Background: an optimization exercise with open tools, aiming at small area and few clock cycles. Do not read the settings as production practice.
In this exercise RTL edits were held to simulation tests only and were not proved equivalent to the original.
Power figures rest on the tool's default switching activity, not on a simulated workload.

## flow/design.v

```verilog
module kram_core (
    input  wire        clk,
    input  wire        rst,
    input  wire        cmd_valid,
    input  wire [7:0]  cmd_op,
    input  wire [15:0] cmd_a,
    input  wire [15:0] cmd_b,
    output wire        busy,
    output wire [1:0]  result,
    output wire [7:0]  status,
    input  wire [3:0]  csr_addr,
    output reg  [31:0] csr_rdata,
    output reg         bmp_req,
    output wire [15:0] bmp_row,
    output wire [12:0] bmp_col,
    input  wire        bmp_ack,
    input  wire [7:0]  bmp_data,
    input  wire        bus_open_ok,
    output reg         breq,
    input  wire        bgnt,
    input  wire        berr,
    output reg         cs,
    output wire        sclk,
    output wire        sdo
);
    localparam [7:0] OP_INIT     = 8'h01;
    localparam [7:0] OP_ENCODE   = 8'h02;
    localparam [7:0] OP_TRANSMIT = 8'h04;
    localparam [7:0] OP_SHUTDOWN = 8'h05;
    localparam [1:0] R_OK   = 2'd0;
    localparam [1:0] R_GEOM = 2'd1;
    localparam [1:0] R_BUSU = 2'd2;
    localparam [1:0] R_TXF  = 2'd3;
    localparam [1:0] L_UNINIT = 2'd0;
    localparam [1:0] L_READY  = 2'd1;
    localparam [1:0] L_CLOSED = 2'd2;
    localparam [3:0]  BUSCFG   = 4'b1000;       
    localparam [31:0] SCLKHZ   = 32'd2000000;
    localparam [7:0]  BUS_WAIT = 8'd255;        
    localparam [2:0] S_IDLE = 3'd0;
    localparam [2:0] S_ONE  = 3'd1;             
    localparam [2:0] S_MUL  = 3'd2;             
    localparam [2:0] S_ACQ  = 3'd3;             
    localparam [2:0] S_TX   = 3'd4;             
    localparam [2:0] S_WAIT = 3'd5;             
    localparam [2:0] S_END  = 3'd6;             
    localparam [2:0] B_PIX  = 3'd0;             
    localparam [2:0] B_H0   = 3'd1;             
    localparam [2:0] B_ADDR = 3'd2;             
    localparam [2:0] B_T0   = 3'd3;             
    localparam [2:0] B_T1   = 3'd4;             
    reg [2:0]  state;
    reg [1:0]  life;
    reg        pol;
    reg [1:0]  res;
    reg [12:0] lb;           
    reg [15:0] h;
    reg [29:0] flen;
    reg [15:0] row;          
    reg [12:0] col;          
    reg [2:0]  bt;           
    reg        pf;           
    reg [1:0]  ph;           
    reg [2:0]  bn;           
    reg [7:0]  pb;           
    reg        sdo_r;
    assign busy    = (state != S_IDLE);
    assign result  = res;
    assign status  = {2'b00, cs, cs, busy, pol, life};
    assign sclk    = (state == S_TX) & ph[1];
    assign sdo     = sdo_r & cs;
    assign bmp_row = row;
    assign bmp_col = col;
    wire        ready    = (life == L_READY);
    wire        geom_bad = (cmd_a[15:3] == 13'd0) || (cmd_a[2:0] != 3'd0) || (cmd_b == 16'd0);
    wire        match    = (cmd_a == {lb, 3'b000}) && (cmd_b == h);
    wire [13:0] mcand    = {1'b0, lb} + 14'd2;
    wire [14:0] msum     = {1'b0, flen[29:16]} + (flen[0] ? {1'b0, mcand} : 15'd0);
    wire [12:0] col_inc  = col + 13'd1;
    wire        col_last = (col_inc == lb);
    wire [15:0] row_inc  = row + 16'd1;
    wire        win_end  = (ph == 2'd3);
    wire        byte_end = win_end && (bn == 3'd7);
    wire        ack      = bmp_req && bmp_ack;
    always @(*) begin
        case (csr_addr)
            4'd0:    csr_rdata = {30'd0, life};
            4'd1:    csr_rdata = {24'd0, status};
            4'd2:    csr_rdata = {30'd0, res};
            4'd3:    csr_rdata = {16'd0, lb, 3'b000};
            4'd4:    csr_rdata = {16'd0, h};
            4'd5:    csr_rdata = {19'd0, lb};
            4'd6:    csr_rdata = {2'b00, flen};
            4'd7:    csr_rdata = {28'd0, BUSCFG};
            4'd8:    csr_rdata = SCLKHZ;
            4'd9:    csr_rdata = {24'd0, BUS_WAIT};
            default: csr_rdata = 32'd0;
        endcase
    end
    always @(posedge clk) begin
        if (rst) begin
            state   <= S_IDLE;
            life    <= L_UNINIT;
            pol     <= 1'b0;
            res     <= R_OK;
            breq    <= 1'b0;
            cs      <= 1'b0;
            bmp_req <= 1'b0;
        end else begin
            case (state)
                S_IDLE: begin
                    if (cmd_valid) begin
                        state <= S_ONE;
                        case (cmd_op)
                            OP_INIT: begin
                                if (!ready) begin
                                    if (geom_bad)
                                        res <= R_GEOM;
                                    else if (!bus_open_ok)
                                        res <= R_BUSU;
                                    else begin
                                        lb    <= cmd_a[15:3];
                                        h     <= cmd_b;
                                        flen  <= {14'd3, cmd_b};
                                        col   <= 13'd0;
                                        pol   <= 1'b1;
                                        life  <= L_READY;
                                        res   <= R_OK;
                                        state <= S_MUL;
                                    end
                                end
                            end
                            OP_ENCODE: begin
                                if (ready)
                                    res <= match ? R_OK : R_GEOM;
                            end
                            OP_TRANSMIT: begin
                                if (ready) begin
                                    if (!match)
                                        res <= R_GEOM;
                                    else begin
                                        pol   <= ~pol;
                                        breq  <= 1'b1;
                                        col   <= 13'd0;
                                        res   <= R_OK;
                                        state <= S_ACQ;
                                    end
                                end
                            end
                            OP_SHUTDOWN: begin
                                if (ready) begin
                                    life <= L_CLOSED;
                                    res  <= R_OK;
                                end
                            end
                            default: ;
                        endcase
                    end
                end
                S_ONE: begin
                    state <= S_IDLE;
                end
                S_MUL: begin
                    flen <= {msum, flen[15:1]};
                    col  <= col_inc;
                    if (col[3:0] == 4'd15)
                        state <= S_IDLE;
                end
                S_ACQ: begin
                    if (bgnt) begin
                        cs    <= 1'b1;
                        pb    <= {1'b1, ~pol, 6'd0};
                        sdo_r <= 1'b0;
                        bt    <= B_PIX;
                        pf    <= 1'b0;
                        ph    <= 2'd0;
                        bn    <= 3'd0;
                        row   <= 16'd0;
                        col   <= 13'd0;
                        state <= S_TX;
                    end else if (col[7:0] == BUS_WAIT) begin
                        breq  <= 1'b0;
                        res   <= R_TXF;
                        state <= S_IDLE;
                    end else
                        col <= col_inc;
                end
                S_TX, S_WAIT: begin
                    if (berr) begin
                        bmp_req <= 1'b0;
                        res     <= R_TXF;
                        state   <= S_END;
                    end else begin
                        if (ack) begin
                            bmp_req <= 1'b0;
                            pb      <= bmp_data;
                            if (col_last) begin
                                col <= 13'd0;
                                row <= row_inc;
                            end else
                                col <= col_inc;
                        end
                        if (state == S_WAIT) begin
                            if (bmp_ack) begin
                                sdo_r <= bmp_data[0];
                                state <= S_TX;
                            end
                        end else begin
                            ph <= ph + 2'd1;
                            if (ph == 2'd2 && bn == 3'd6 &&
                                (bt == B_ADDR || (bt == B_PIX && col != 13'd0))) begin
                                bmp_req <= 1'b1;
                                pf      <= 1'b1;
                            end
                            if (win_end) begin
                                bn <= bn + 3'd1;
                                if (bn != 3'd7) begin
                                    sdo_r <= (bt == B_PIX || bt == B_ADDR) ? pb[bn + 3'd1] : 1'b0;
                                end else if (pf) begin
                                    bt <= B_PIX;
                                    pf <= 1'b0;
                                    if (!bmp_req)
                                        sdo_r <= pb[0];
                                    else if (bmp_ack)
                                        sdo_r <= bmp_data[0];
                                    else
                                        state <= S_WAIT;
                                end else begin
                                    sdo_r <= 1'b0;
                                    case (bt)
                                        B_H0: begin
                                            bt    <= B_ADDR;
                                            sdo_r <= pb[0];
                                        end
                                        B_T0: bt <= B_T1;
                                        B_T1: state <= S_END;
                                        default: begin
                                            if (row == h)
                                                bt <= B_T0;
                                            else begin
                                                bt <= B_H0;
                                                pb <= {row_inc[0], row_inc[1], row_inc[2], row_inc[3],
                                                       row_inc[4], row_inc[5], row_inc[6], row_inc[7]};
                                            end
                                        end
                                    endcase
                                end
                            end
                        end
                    end
                end
                S_END: begin
                    cs    <= 1'b0;
                    breq  <= 1'b0;
                    state <= S_IDLE;
                end
                default: state <= S_IDLE;
            endcase
        end
    end
endmodule
```

## flow/constraint.sdc

```tcl
create_clock -name core_clock -period 10.0 [get_ports {clk}]
set_input_delay 2.0000 -clock core_clock [delete_from_list [all_inputs] [get_ports {clk}]]
set_output_delay 2.0000 -clock core_clock [all_outputs]
set_load 0.01 [all_outputs]
```

## flow/config.mk

```make
export PLATFORM = sky130hd
export DESIGN_NAME = kram_core
export DESIGN_NICKNAME = kram_core
export VERILOG_FILES = /design/flow/design.v
export SDC_FILE = /design/flow/constraint.sdc
export NUM_CORES = 4
export LEC_CHECK = 0
export CAP_MARGIN = 20
export CORE_MARGIN = 2
export CORE_UTILIZATION = 40
export PLACE_DENSITY = 0.6
export SLEW_MARGIN = 20
```

## flow/run.sh

```bash
#!/bin/bash
# synth_recipe.tcl (not shown) runs the flow's synth.tcl, then flattens the netlist and writes it again
# the make line also repeats each setting of config.mk as NAME=value (left out here)
make -C /OpenROAD-flow-scripts/flow DESIGN_CONFIG=/design/flow/config.mk WORK_HOME=/design/flow/orfs CLKGATE_MAP_FILE= SYNTH_SCRIPT=/design/flow/synth_recipe.tcl finish
```

==> results.toml <==
[worst_setup_path]
path_buf_inv = 4
reg2reg_depth = 9
r2r-start = "lb[3]"
critPathLaunch = "csr_addr[0]"
required_ns = 8.00
crit_path_end = "csr_rdata[13]"
worst-path-stages = 6
crit_family = "buffers and inverters"
cpMostUsedCell = "clkdlybuf4s50_1"
critPathKind = "primary input to primary output"
crit_chain = "clkdlybuf4s50_1, clkinv_1, and3_1, a222oi_1, inv_1, clkdlybuf4s50_1"
start_kind = "primary input"
worstPathMaxFanout = 21
cp.arrival_ns = 5.19
slowest_stage = "clkdlybuf4s50_1"
max_stage_delay_ns = 1.00
reg2reg_to = "flen[29]"
crit_path_end_kind = "primary output"
regToRegSetupSlack_ns = 6.52

[clocking]
cts_buffers = 17
clk_pin_slew_worst_paths_ns = 0.06
cts_tree = "built"
ctsResizeCount = 0
clock_latency_ns = 0.42
postCtsSetupBuffers = 0
cts_htree_levels = 4
postCtsHoldBufs = 0
clockRootBuffer = "clkbuf_16"
cts.sinks = 117
cts_buffer_depth = 2

[drt]
routedWlPerCell_um = 19.74
vias = 6831
ant_nets = 0
viasPerCell = 5.581
drtIter0Drc = 643
wirelength_um = 24160
firstDrtPassIters = 7
route.detailed.drc = 0

[grt]
grt_pass1_vias = 6445
antenna_found_initial = 1
grt_pass1_wl_um = 37740
grtUsageTotal_pct = 22.98
grt_max_degree = 34
grt_overflow_total = 0

[die]
start_util_pct = 40.80
die_area_mm2 = 0.02106
io_pins = 136
die_height_um = 145.1
core_region_area_mm2 = 0.01953
die_w_um = 145.1
std_cell_rows = 51

[power_and_ir_drop]
pwr_density_cell_mw_per_mm2 = 158.5
p_leak_nw = 3.492
ir_worst_vdd_mv = 0.1110

[finish]
area_growth_pct = 26.37
layout.cells.non_filler = 1224
fillers = 1822
drive_gt1_share_pct = 5.115
fin_nets = 1028

[sta]
timing.fmax_mhz = 139.0
min_period_ns = 7.194
setup_tns_ns = 0
skew_ns = 0.007394
setup_viol = 0
relSlewSlack_pct = 30.43
finalCritPeriodShare_pct = 71.94
worst_pin_slew_ns = 1.044
rsz0062_at_grt = "no"
slew_violations = 0
finalHoldViolCount = 0

[logic_synthesis]
synth_top_family_by_area = "simple AND/OR/NAND/NOR gates"
synth-simple-area-share_pct = 23.79
synth.yosys.warnings = 1
muxShareOfSynthArea_pct = 2.607
synth_top_area_share_pct = 39.96
syn_avg_cell_area_um2 = 9.518
synth-compound-area-share_pct = 11.94
synth.area.top_cells = "edfxtp_1 40%, xnor2_1 7.7%, nand2_1 4.5%"
synth_xor_area_share_pct = 11.43
yosysMostFrequentCell = "edfxtp_1"
synth_cell_type_count = 64
syn_inst = 837
yosys.area.top_type = "edfxtp_1"
synth-seq-cells = 117
synthAdderAreaFrac_pct = 3.864
async_reset_ff_share_pct = 0
synth_edf_count = 106
seq_area_frac_synth_pct = 42.72
synth_ff_type = "edfxtp_1"
synth_common_cells = "106 x edfxtp_1, 95 x nand2_1, 71 x nor2_1"
netlist_area_mm2 = 0.007966

[place]
dpl.cell_count = 1191
post-dp-hpwl_um = 17880
port-buffer-count = 131
place.gp.congestion = 0.8984

[flow_run]
cap_violations = 0

[worst_hold_path]
min_path_type = "flop to flop"

[outcome]
status = "timing/DRC/antenna clean"
==> power breakdown <==
part	internal [mW]	switching (mW)
clock	0.393	0.236
sequential	0.575	0.0441
combinational	0.156	0.191
total	1.12	0.472
==> worst min path at each step <==
stage | from | slack, ns | endpoint | cells past startpoint
2_1_floorplan | pol | 0.47 | pol | 2
3_3_place_gp | breq | 0.48 | breq | 1
3_5_place_dp | breq | 0.47 | breq | 1
4_1_cts | breq | 0.49 | breq | 1
5_1_grt | breq | 0.53 | breq | 1
6_report | breq | 0.50 | breq | 1
==> registers in the layout, indices dropped and copies added, names as in the netlist <==
signal / count
flen: 30
h: 16
row: 16
col: 13
lb: 13
pb: 8
bn: 3
bt: 3
state: 3
life: 2
ph: 2
res: 2
bmp_req: 1
breq: 1
cs: 1
pf: 1
pol: 1
sdo_r: 1
==> routing by layer <==
metal,part of all wire [%],up-vias,GRT usage (%)
li1,-,3264,-
met1,45,3229,32.29
met2,45,305,35.38
met3,8.0,33,5.252
met4,2.0,0,7.010
met5,0,-,0
==> worst reg2reg max path: stages (launching register included) <==
cell,delay [ns]
edfxtp_1,0.64
nand3_1,0.23
or3_1,0.35
a21boi_0,0.20
ha_1,0.31
a211o_1,0.31
o221a_2,0.25
o311a_1,0.34
o41ai_1,0.42
o21ai_0,0.16
==> logic make-up (layout without fill, tap and decap cells) <==
family          count (synthesis)  count (layout)
fa+ha+maj                      24              24
flops                         117             117
simple gates                  373             373
buf+inv                        66             184
xor+xnor                       96              96
mux                            18              18
other cells                     1               5
compound gates                142             142
==> final cells by class <==
| cell class | count | area, µm² | area share [%] |
|---|---|---|---|
| Antenna cell | 1 | 2.502 | 0.02486 |
| Clock buffer | 17 | 425.4 | 4.226 |
| Clock inverter | 15 | 180.2 | 1.790 |
| Inverter | 15 | 56.30 | 0.5593 |
| Multi-Input combinational cell | 657 | 4312 | 42.83 |
| Sequential cell | 117 | 3403 | 33.81 |
| Tap cell | 265 | 331.6 | 3.294 |
| Timing Repair Buffer | 137 | 1356 | 13.47 |
==> layout by cell type, fill, tap and decap left out, types with 16 or more instances in the layout <==
cell	n
a211oi_1	21
a21oi_1	35
and2_1	32
and3_1	20
clkbuf_16	17
clkdlybuf4s50_1	131
edfxtp_1	106
ha_1	23
nand2_1	95
nand2b_1	17
nand3_1	34
nand4_1	20
nor2_1	71
nor2b_1	16
nor3_1	26
o21ai_0	25
xnor2_1	70
xor2_1	21
==> stage by stage <==
stage / hold WS [ns] / utilization [%] / instance area [µm²] / setup slack (ns) / power, mW
after CTS: 0.4883 / 51.52 / 10060 / 2.880 / 1.603
final: 0.4967 / 51.56 / 10070 / 2.806 / 1.596
after global routing: 0.5329 / 51.54 / 10060 / 2.628 / 1.666
after global placement: 0.4834 / 48.38 / 9447 / 2.899 / 0.9693
after floorplan: 0.4735 / - / 7978 / 4.523 / 0.8318
after detailed placement: 0.4697 / 48.42 / 9454 / 2.897 / 0.9738
Testbench counts, summed over its fixed seeds: cycles 987,641.

[port drivers added, routing unchanged]
No port has a modelled driver above. Below, the same layout with a new extraction and two added sets of constraints.
Step 1, drivers: a clkbuf_16 drives clk and a buf_2 each remaining input, both assumed.
Step 2 moves the port delays by t, midway between the first and last clock arrival at a register: inputs arrive t later, outputs are due t later. That takes back most of the time a late clock gives input paths.
a / b / c = no drivers / after step 1 / after step 2; a / b = the first two.
shift t [ns]: 0.465
slack for setup (ns): 2.806 / 2.784 / 2.784
worst data-port slew with drivers (ns): 0.08
pins driven straight from the clock port: 1
After both steps setup and hold are still met in this run. The setup slack of this run moves by -0.022 ns with the drivers and by -0.022 ns with both steps.
